Source: an optimization exercise on an open RTL-to-GDS flow (aim: small area, a short achievable clock period and few clock cycles). Production flows keep margins and buffers that such runs may drop. At most, simulation tests tie the RTL to the original design; equivalence was not proved. Power figures rest on the tool's default switching activity, not on a simulated workload.

## JK
## msr_ring
module msr_ring (
    input  wire        clk,
    input  wire        rst,
    input  wire        cmd_valid,
    output wire        cmd_ready,
    input  wire [1:0]  cmd_op,
    input  wire [15:0] cmd_arg,
    output reg         rsp_valid,
    output reg  [15:0] rsp_data
);
clock: 8.0 ns
lec_check: 0
abc_clock_period_in_ps: 3000
cap_margin: 20
core_margin: 2
core_utilization: 40
slew_margin: 20
run.sh (not shown) runs the stock make flow with config.mk's settings and CLKGATE_MAP_FILE= SYNTH_SCRIPT=/design/flow/synth_recipe.tcl, a recipe that flattens the netlist after the stock synthesis.
The flow did not stop early for JK: all stages ran, and the layout cleared the timing, design-rule and antenna checks.
diff inputs: JK => MS
- SETUP_SLACK_MARGIN: unset -> 5
Results
Comparing MS with JK, the post-route setup TNS came out essentially unchanged.
From JK to MS the numbers moved as follows: power share of the sequential group comparable, final non-filler cell area moved up, die area stayed essentially flat, portion of total power attributed to the clock network now smaller, initial antenna violation count went down 2.
On utilization, the lower figure sits with JK, not MS.
Area added between synthesis and finish: MS higher than JK
No functional check of the RTL was part of any run of this note.


job 4312:
msr_ring, a different RTL version from the one above (not shown whole).
Size: about 1,700 cells after synthesis, ~620 flip-flops, roughly 25,000 um^2 of cells after synthesis.
## msr_ring
module msr_ring (
    input  wire        clk,
    input  wire        rst,
    input  wire        cmd_valid,
    output wire        cmd_ready,
    input  wire [1:0]  cmd_op,
    input  wire [15:0] cmd_arg,
    output reg         rsp_valid,
    output reg  [15:0] rsp_data
);
==> flow/config.mk <==
export PLATFORM = sky130hd
export DESIGN_NAME = msr_ring
export DESIGN_NICKNAME = msr_ring
export VERILOG_FILES = /design/flow/design.v
export SDC_FILE = /design/flow/constraint.sdc
export NUM_CORES = 4
export LEC_CHECK = 0
export ABC_CLOCK_PERIOD_IN_PS = 3000
export CAP_MARGIN = 20
export CORE_MARGIN = 2
export CORE_UTILIZATION = 40
export CTS_CLUSTER_DIAMETER = 120
export CTS_CLUSTER_SIZE = 24
export SLEW_MARGIN = 20
==> flow/constraint.sdc <==
create_clock -name core_clock -period 8.0 [get_ports {clk}]
set_input_delay 1.6000 -clock core_clock [delete_from_list [all_inputs] [get_ports {clk}]]
set_output_delay 1.6000 -clock core_clock [all_outputs]
set_load 0.01 [all_outputs]
standard.sh (not shown) runs the stock make flow with config.mk's settings and CLKGATE_MAP_FILE= SYNTH_SCRIPT=/design/flow/synth_recipe.tcl, a recipe that flattens the netlist after the stock synthesis.
==> flow/flow/run.sh <==
#!/bin/bash
# Layout flow: the standard flow (standard synthesis included), with the
# port buffers made plain buffers (buf_4) instead of the delay cells that
# buffer_ports otherwise picks, and timing repair aimed at a tighter setup
# margin. Each step's log stays in orfs/logs; make's own output goes to
# make_flow.log here.
set -euo pipefail
export BUFFER_PORTS_ARGS="-buffer_cell sky130_fd_sc_hd__buf_4"
export SETUP_SLACK_MARGIN=5.4
bash standard.sh > make_flow.log 2>&1
Testbench counts of job 4312, summed over its fixed seeds: cycles 8,328.
--- input diff job 4312..job 571 ---
- setting SETUP_SLACK_MARGIN to 5 for the first time
--- a/flow/flow/run.sh
+++ b/flow/flow/run.sh
@@ -4,3 +4,2 @@
-# buffer_ports otherwise picks, and timing repair aimed at a tighter setup
-# margin. Each step's log stays in orfs/logs; make's own output goes to
-# make_flow.log here.
+# buffer_ports otherwise picks. Each step's log stays in orfs/logs; make's
+# own output goes to make_flow.log here.
@@ -9 +7,0 @@
-export SETUP_SLACK_MARGIN=5.4
==> results.txt <==
[job 571 vs job 4312] cell-internal power: lower in job 571. Every stage of the flow completed for job 4312, and the final layout passed the timing, design-rule and antenna checks. Job 571 ended with every stage complete and zero timing, DRC or antenna violations. Changes observed in job 571 relative to job 4312: maximum number of pins on one net before global-route repair went down; maximum frequency dropped 7.1%; total length of routed met3 wires shrank by 0.39%; detail-routed net length per standard cell now larger. [compare] base=job 4312 new=job 571: total net switching power fell by 0.027 mW, number of nets in the finished design fell by 2.3%. Job 571 against job 4312: wire length roughly the same; final cell count saw a decrease.
Input changes introduced in job 4933 (baseline for comparison: job 571):
- clearing SETUP_SLACK_MARGIN, which used to be 5
--- a/flow/flow/run.sh
+++ b/flow/flow/run.sh
@@ -4,2 +4,3 @@
-# buffer_ports otherwise picks. Each step's log stays in orfs/logs; make's
-# own output goes to make_flow.log here.
+# buffer_ports otherwise picks, and timing repair aimed at a tighter setup
+# margin. Each step's log stays in orfs/logs; make's own output goes to
+# make_flow.log here.
@@ -7,0 +9 @@
+export SETUP_SLACK_MARGIN=5.25
Notes after the runs:
Job 4933 vs. job 571: post-route clock period utilization went down by 2.4 points.
Job 4933 ends up with a buffering overhead that is 0.73 points higher than in job 571.
Comparing job 571 with job 4933, the share of total power in the clock network came out essentially unchanged.
The share of total power in sequential cells was comparable across job 4933 and job 571.
Between job 571 and job 4933, the power after layout does not differ in any meaningful way.


msr_ring, a different RTL version from the one above (not shown whole).
Size in the first run: roughly 1700 cells after synthesis, roughly 39 I/O pins, about 25000 um2 of cells after synthesis.
## msr_ring
module msr_ring (
    input  wire        clk,
    input  wire        rst,
    input  wire        cmd_valid,
    output wire        cmd_ready,
    input  wire [1:0]  cmd_op,
    input  wire [15:0] cmd_arg,
    output reg         rsp_valid,
    output reg  [15:0] rsp_data
);
    localparam RING_CAP = 32;
    localparam R        = 2;             
    localparam NSTEP    = 16 / R;
    localparam OP_PUSH  = 2'd0;
    localparam OP_AVG   = 2'd1;
    localparam OP_SLOT  = 2'd2;
    localparam OP_CUR   = 2'd3;
    reg [15:0]   sr [0:RING_CAP-1];      
    reg [4:0]    cur;
    reg          full;                   
    reg [20:0]   sum;                    
    reg          v1;
    reg [1:0]    op1;
    reg [15:0]   arg1;
    reg          push;                   
    reg          ready;
    assign cmd_ready = ready;
    wire accept = cmd_valid & ready & ~rst;
    reg          busy;
    reg [4:0]    rem;
  ...
==> flow/config.mk <==
export PLATFORM = sky130hd
export DESIGN_NAME = msr_ring
export DESIGN_NICKNAME = msr_ring
export VERILOG_FILES = /design/flow/design.v
export SDC_FILE = /design/flow/constraint.sdc
export NUM_CORES = 4
export LEC_CHECK = 0
export ABC_CLOCK_PERIOD_IN_PS = 3000
export CAP_MARGIN = 20
export CORE_MARGIN = 2
export CORE_UTILIZATION = 40
export CTS_CLUSTER_DIAMETER = 100
export CTS_CLUSTER_SIZE = 30
export SETUP_SLACK_MARGIN = 5
export SLEW_MARGIN = 20
==> flow/constraint.sdc <==
create_clock -name core_clock -period 8.0 [get_ports {clk}]
set_input_delay 1.6000 -clock core_clock [delete_from_list [all_inputs] [get_ports {clk}]]
set_output_delay 1.6000 -clock core_clock [all_outputs]
set_load 0.01 [all_outputs]
==> flow/flow/run.sh <==
#!/bin/bash
# Layout flow: the standard flow (standard synthesis included), with the
# port buffers made plain buffers (buf_4) instead of the delay cells that
# buffer_ports otherwise picks. Each step's log stays in orfs/logs; make's
# own output goes to make_flow.log here.
set -euo pipefail
export BUFFER_PORTS_ARGS="-buffer_cell sky130_fd_sc_hd__buf_4"
bash standard.sh > make_flow.log 2>&1
Testbench counts at the start, summed over its fixed seeds: cycles 8,189.
Next try:
Settings changed: CTS_CLUSTER_DIAMETER 100 to 120, CTS_CLUSTER_SIZE 30 to 24.
- synthesized area is unchanged
- register-to-register slack hardly moves
- routed wire length is about the same
- maximum frequency is about the same
- utilization rises by 0.16 points
- setup slack improved by 0.0088 ns
- global-route usage is about the same
- hold slack gets worse by 0.0047 ns


msr_ring, a different RTL version from the one above (not shown whole).
Size in the first run: roughly 2400 cells after synthesis, about 590 flip-flops, ~39 I/O pins.
Settings: LEC_CHECK=0, ABC_AREA=1, CAP_MARGIN=20, CORE_MARGIN=2, CORE_UTILIZATION=40, SETUP_SLACK_MARGIN=5, SLEW_MARGIN=20; clock period 8.0 ns.
run.sh (not shown) runs the stock make flow with config.mk's settings and CLKGATE_MAP_FILE= SYNTH_SCRIPT=/design/flow/synth_recipe.tcl, a recipe that flattens the netlist after the stock synthesis.
Stock flow here: none of the scripts above is used.
The first run completed with no timing, DRC or antenna violations.
Then changed:
ABC_AREA = unset   (was 1)
ABC_CLOCK_PERIOD_IN_PS = 3000   (was unset)
What happened: Setup slack is worse by 0.32 ns; wire length rises by roughly a tenth; non-clock buffer count grows by 87; utilization climbs by 1.7 points; sequential cell count does not change.
Function was not checked in any run of this note: the RTL went through the layout flow alone.


## 03-03
The RTL this note starts from:
==> flow/design.v <==
module msr_ring (
    input  wire        clk,
    input  wire        rst,
    input  wire        cmd_valid,
    output wire        cmd_ready,
    input  wire [1:0]  cmd_op,
    input  wire [15:0] cmd_arg,
    output reg         rsp_valid,
    output reg  [15:0] rsp_data
);
    localparam RING_CAP = 32;
    localparam R        = 2;             
    localparam NSTEP    = 16 / R;
    localparam OP_PUSH  = 2'd0;
    localparam OP_AVG   = 2'd1;
    localparam OP_SLOT  = 2'd2;
    localparam OP_CUR   = 2'd3;
    reg [15:0]   sr [0:RING_CAP-1];      
    reg [4:0]    cur;
    reg          full;                   
    reg          full_p;                 
    reg [20:0]   sum;                    
    reg          v1;
    reg [1:0]    op1;
    reg [15:0]   arg1;
    reg          push;                   
    reg          ready;
    assign cmd_ready = ready;
    wire accept = cmd_valid & ready & ~rst;
    reg          busy;
    reg [4:0]    rem;
    reg [2:0]    step;
    reg [6:0]    cur3;                   
    integer i;
    wire [4:0]  cur_nx  = cur + {4'd0, push};
    wire        full_nx = full | (push & (cur == 5'd31));
    reg  [3:0]  pos_lo;
    reg  [7:0]  pos_hi;
    wire [4:0]  pos_nx = cur_nx + ~cmd_arg[4:0];
    reg  [15:0] slot_val;
    integer j, k;
    always @* begin
        slot_val = 16'd0;
        for (j = 0; j < 8; j = j + 1)
            for (k = 0; k < 4; k = k + 1)
                slot_val = slot_val | ({16{pos_hi[j] & pos_lo[k]}} & sr[4*j+k]);
    end
    reg  [16:0] delta;
    wire [20:0] sum_nx  = push ? sum + {{4{delta[16]}}, delta} : sum;
    wire [15:0] old_p   = full_p ? sr[RING_CAP-2] : 16'd0;
    wire [15:0] old_n   = full ? sr[RING_CAP-1] : 16'd0;
    wire [16:0] delta_p = {1'b0, cmd_arg} - {1'b0, old_p};
    wire [16:0] delta_n = {1'b0, cmd_arg} - {1'b0, old_n};
    wire [6:0]  t  = {rem, sum[15:14]};
    wire [7:0]  e1 = {1'b0, t} - {3'b0, cur};
    wire [7:0]  e2 = {1'b0, t} - {2'b0, cur, 1'b0};
    wire [7:0]  e3 = {1'b0, t} - {1'b0, cur3};
    wire        g1 = ~e1[7];
    wire        g2 = ~e2[7];
    wire        g3 = ~e3[7];
    wire [4:0]  drem = g3 ? e3[4:0] : g2 ? e2[4:0] : g1 ? e1[4:0] : t[4:0];
    wire [1:0]  dq   = {g2, g3 | (g1 & ~g2)};
    always @(posedge clk) begin
        if (push) begin
            for (i = RING_CAP - 1; i > 0; i = i - 1)
                sr[i] <= sr[i-1];
            sr[0] <= arg1;
        end
    end
    wire start_div = accept & (cmd_op == OP_AVG) & ~full_nx & (cur_nx != 5'd0);
    always @(posedge clk) begin
        arg1 <= cmd_arg;
        delta <= push ? delta_p : delta_n;
        pos_lo  <= 4'd1 << pos_nx[1:0];
        pos_hi  <= (full_nx | (cmd_arg[4:0] < cur_nx)) ? 8'd1 << pos_nx[4:2] : 8'd0;
        op1  <= cmd_op;
        rem  <= start_div ? sum_nx[20:16] : drem;
        step <= start_div ? 3'd0 : step + 3'd1;
        if (busy)
            rsp_data <= {rsp_data[15-R:0], dq};
        else
            case (op1)
                OP_PUSH: rsp_data <= 16'd0;
                OP_AVG:  rsp_data <= sum[20:5];      
                OP_SLOT: rsp_data <= slot_val;
                default: rsp_data <= {11'd0, cur};
            endcase
        if (rst) begin
            v1        <= 1'b0;
            push      <= 1'b0;
            ready     <= 1'b1;
            cur       <= 5'd0;
            cur3      <= 7'd0;
            full      <= 1'b0;
            full_p    <= 1'b0;
            sum       <= 21'd0;
            busy      <= 1'b0;
            rsp_valid <= 1'b0;
        end else begin
            v1   <= accept;
            push <= accept & (cmd_op == OP_PUSH) & (cmd_arg != 16'd0);
            cur  <= cur_nx;
            if (push)
                cur3 <= cur3 + 7'd3;
            full <= full_nx;
            full_p <= full_nx | (cur_nx == 5'd31);
            if (busy)
                sum <= {sum[20:16], sum[15-R:0], sum[15:16-R]};
            else
                sum <= sum_nx;
            if (busy && step == NSTEP - 2)
                ready <= 1'b1;
            if (busy && step == NSTEP - 1)
                busy <= 1'b0;
            if (start_div) begin
                busy  <= 1'b1;
                ready <= 1'b0;
            end
            rsp_valid <= busy ? (step == NSTEP - 1) : v1;
        end
    end
endmodule
==> flow/config.mk <==
export PLATFORM = sky130hd
export DESIGN_NAME = msr_ring
export DESIGN_NICKNAME = msr_ring
export VERILOG_FILES = /design/flow/design.v
export SDC_FILE = /design/flow/constraint.sdc
export NUM_CORES = 4
export LEC_CHECK = 0
export ABC_CLOCK_PERIOD_IN_PS = 3000
export CAP_MARGIN = 20
export CORE_MARGIN = 2
export CORE_UTILIZATION = 40
export CTS_CLUSTER_DIAMETER = 120
export CTS_CLUSTER_SIZE = 24
export SLEW_MARGIN = 20
==> flow/constraint.sdc <==
create_clock -name core_clock -period 8.0 [get_ports {clk}]
set_input_delay 1.6000 -clock core_clock [delete_from_list [all_inputs] [get_ports {clk}]]
set_output_delay 1.6000 -clock core_clock [all_outputs]
set_load 0.01 [all_outputs]
standard.sh (not shown) runs the stock make flow with config.mk's settings and CLKGATE_MAP_FILE= SYNTH_SCRIPT=/design/flow/synth_recipe.tcl, a recipe that flattens the netlist after the stock synthesis.
==> flow/flow/run.sh <==
#!/bin/bash
# Layout flow: the standard flow (standard synthesis included), with the
# port buffers made plain buffers (buf_4) instead of the delay cells that
# buffer_ports otherwise picks, and timing repair aimed at a tighter setup
# margin. Each step's log stays in orfs/logs; make's own output goes to
# make_flow.log here.
set -euo pipefail
export BUFFER_PORTS_ARGS="-buffer_cell sky130_fd_sc_hd__buf_4"
export SETUP_SLACK_MARGIN=5.5
bash standard.sh > make_flow.log 2>&1
#### Input delta (12-23 over 03-03)
diff --git a/flow/flow/run.sh b/flow/flow/run.sh
--- a/flow/flow/run.sh
+++ b/flow/flow/run.sh
@@ -7,4 +7,4 @@
 set -euo pipefail
 export BUFFER_PORTS_ARGS="-buffer_cell sky130_fd_sc_hd__buf_4"
-export SETUP_SLACK_MARGIN=5.5
+export SETUP_SLACK_MARGIN=5.25
 bash standard.sh > make_flow.log 2>&1
==> comparison <==
12-23 vs 03-03 — global-route wire length before repair dropped slightly. Power share of the combinational group for 12-23 is lower than for 03-03. Per the comparison of 12-23 with 03-03, tightest hold margin comparable, relative slew slack now larger, number of global-route vias before repair now smaller. Taking 03-03 as the reference, in 12-23 clock period minus final worst setup slack held; first-iteration DRC count went up about 4%. 03-03 and 12-23 ended up with nearly the same proportion of power drawn by the clock network.
Function was not checked in any run of this note: the RTL went through the layout flow alone.


## the reference run
msr_ring, a different RTL version from the one above (not shown whole).
For scale: ~39 I/O pins.
Settings: LEC_CHECK=0, ABC_CLOCK_PERIOD_IN_PS=3000, CAP_MARGIN=20, CORE_MARGIN=2, CORE_UTILIZATION=40, SLEW_MARGIN=20; clock period 8.0 ns.
==> flow/flow/run.sh <==
#!/bin/bash
# Layout flow: the standard flow (standard synthesis included), with the
# port buffers made plain buffers (buf_4) instead of the delay cells that
# buffer_ports otherwise picks, and timing repair aimed at a tighter setup
# margin. Each step's log stays in orfs/logs; make's own output goes to
# make_flow.log here.
set -euo pipefail
export BUFFER_PORTS_ARGS="-buffer_cell sky130_fd_sc_hd__buf_4"
export SETUP_SLACK_MARGIN=5.4
bash standard.sh > make_flow.log 2>&1
The following lists how the trial run was set up differently from the reference run:
- setting SETUP_SLACK_MARGIN to 5 for the first time
--- a/flow/flow/run.sh
+++ b/flow/flow/run.sh
@@ -4,3 +4,2 @@
-# buffer_ports otherwise picks, and timing repair aimed at a tighter setup
-# margin. Each step's log stays in orfs/logs; make's own output goes to
-# make_flow.log here.
+# buffer_ports otherwise picks. Each step's log stays in orfs/logs; make's
+# own output goes to make_flow.log here.
@@ -9 +7,0 @@
-export SETUP_SLACK_MARGIN=5.4
Results
Going from the reference run to the trial run, worst hold slack across all endpoints was more or less identical, total of clock buffers placed in the layout went down by 3, sequential share of cell area went up by 2.6 points.
The reference run → the trial run: global-route wire length before repair decreased by 3600 um relative to the old numbers; final estimated routing congestion in global placement increased by about 1.1% relative to the old numbers; sequential element share of the synthesized area closely matched the old numbers.
From the reference run to the trial run the numbers moved as follows: net count after synthesis essentially unchanged; final design area excluding fillers now sits lower; non-clock buffer count went down 38%; area taken by flip-flops and latches -about 0.3%; first-iteration DRC count has decreased.
No run of this note included a check of the RTL's function; only the layout flow was run.

[separate check: timing with driven ports]
Ports are ideal in the flow. The routed layouts listed here were re-timed in OpenROAD. Step 1 (the two cells are an assumption about what drives the block):
set clk [get_ports {clk}]
set_driving_cell -lib_cell sky130_fd_sc_hd__clkbuf_16 $clk
set_driving_cell -lib_cell sky130_fd_sc_hd__buf_2 [delete_from_list [all_inputs] $clk]
Step 2 times the ports against the registers' clock, not the clock port: input delays grow and output delays shrink by t, the midpoint of the rising clock arrivals with the driver on. Three values: ideal, step 1, step 2; two values: the first two.
run	shift t [ns]	setup slack, ns	slew at the worst register clock pin (ns)	pins driven straight from the clock port
JK	0.662	3.447 / 3.447 / 3.447	0.07 / 0.07	1
MS	0.657	4.740 / 4.769 / 4.115	0.07 / 0.07	1
job 4312	0.673	5.289 / 5.230 / 4.858	0.11 / 0.11	1
job 571	0.671	5.080 / 5.080 / 4.714	0.11 / 0.11	1
job 4933	0.671	5.269 / 5.229 / 4.773	0.11 / 0.11	1
the first run of note 3	0.643	5.061 / 5.061 / 4.517	0.12 / 0.12	1
the second run of note 3	0.678	5.070 / 5.070 / 4.531	0.11 / 0.11	1
the first run of note 4	0.694	4.264 / 4.264 / 4.264	0.07 / 0.07	1
the second run of note 4	0.692	3.945 / 3.945 / 3.945	0.07 / 0.07	1
03-03	0.673	5.075 / 5.086 / 4.414	0.11 / 0.11	1
12-23	0.669	5.073 / 5.084 / 4.414	0.10 / 0.10	1
the reference run	0.693	4.915 / 4.915 / 4.283	0.07 / 0.07	1
the trial run	0.693	4.990 / 5.014 / 4.323	0.07 / 0.07	1
After both steps every run listed still meets setup and hold. For the trial run, which loses most, drivers alone change the setup slack by +0.024 ns; drivers and shift together by -0.667 ns.
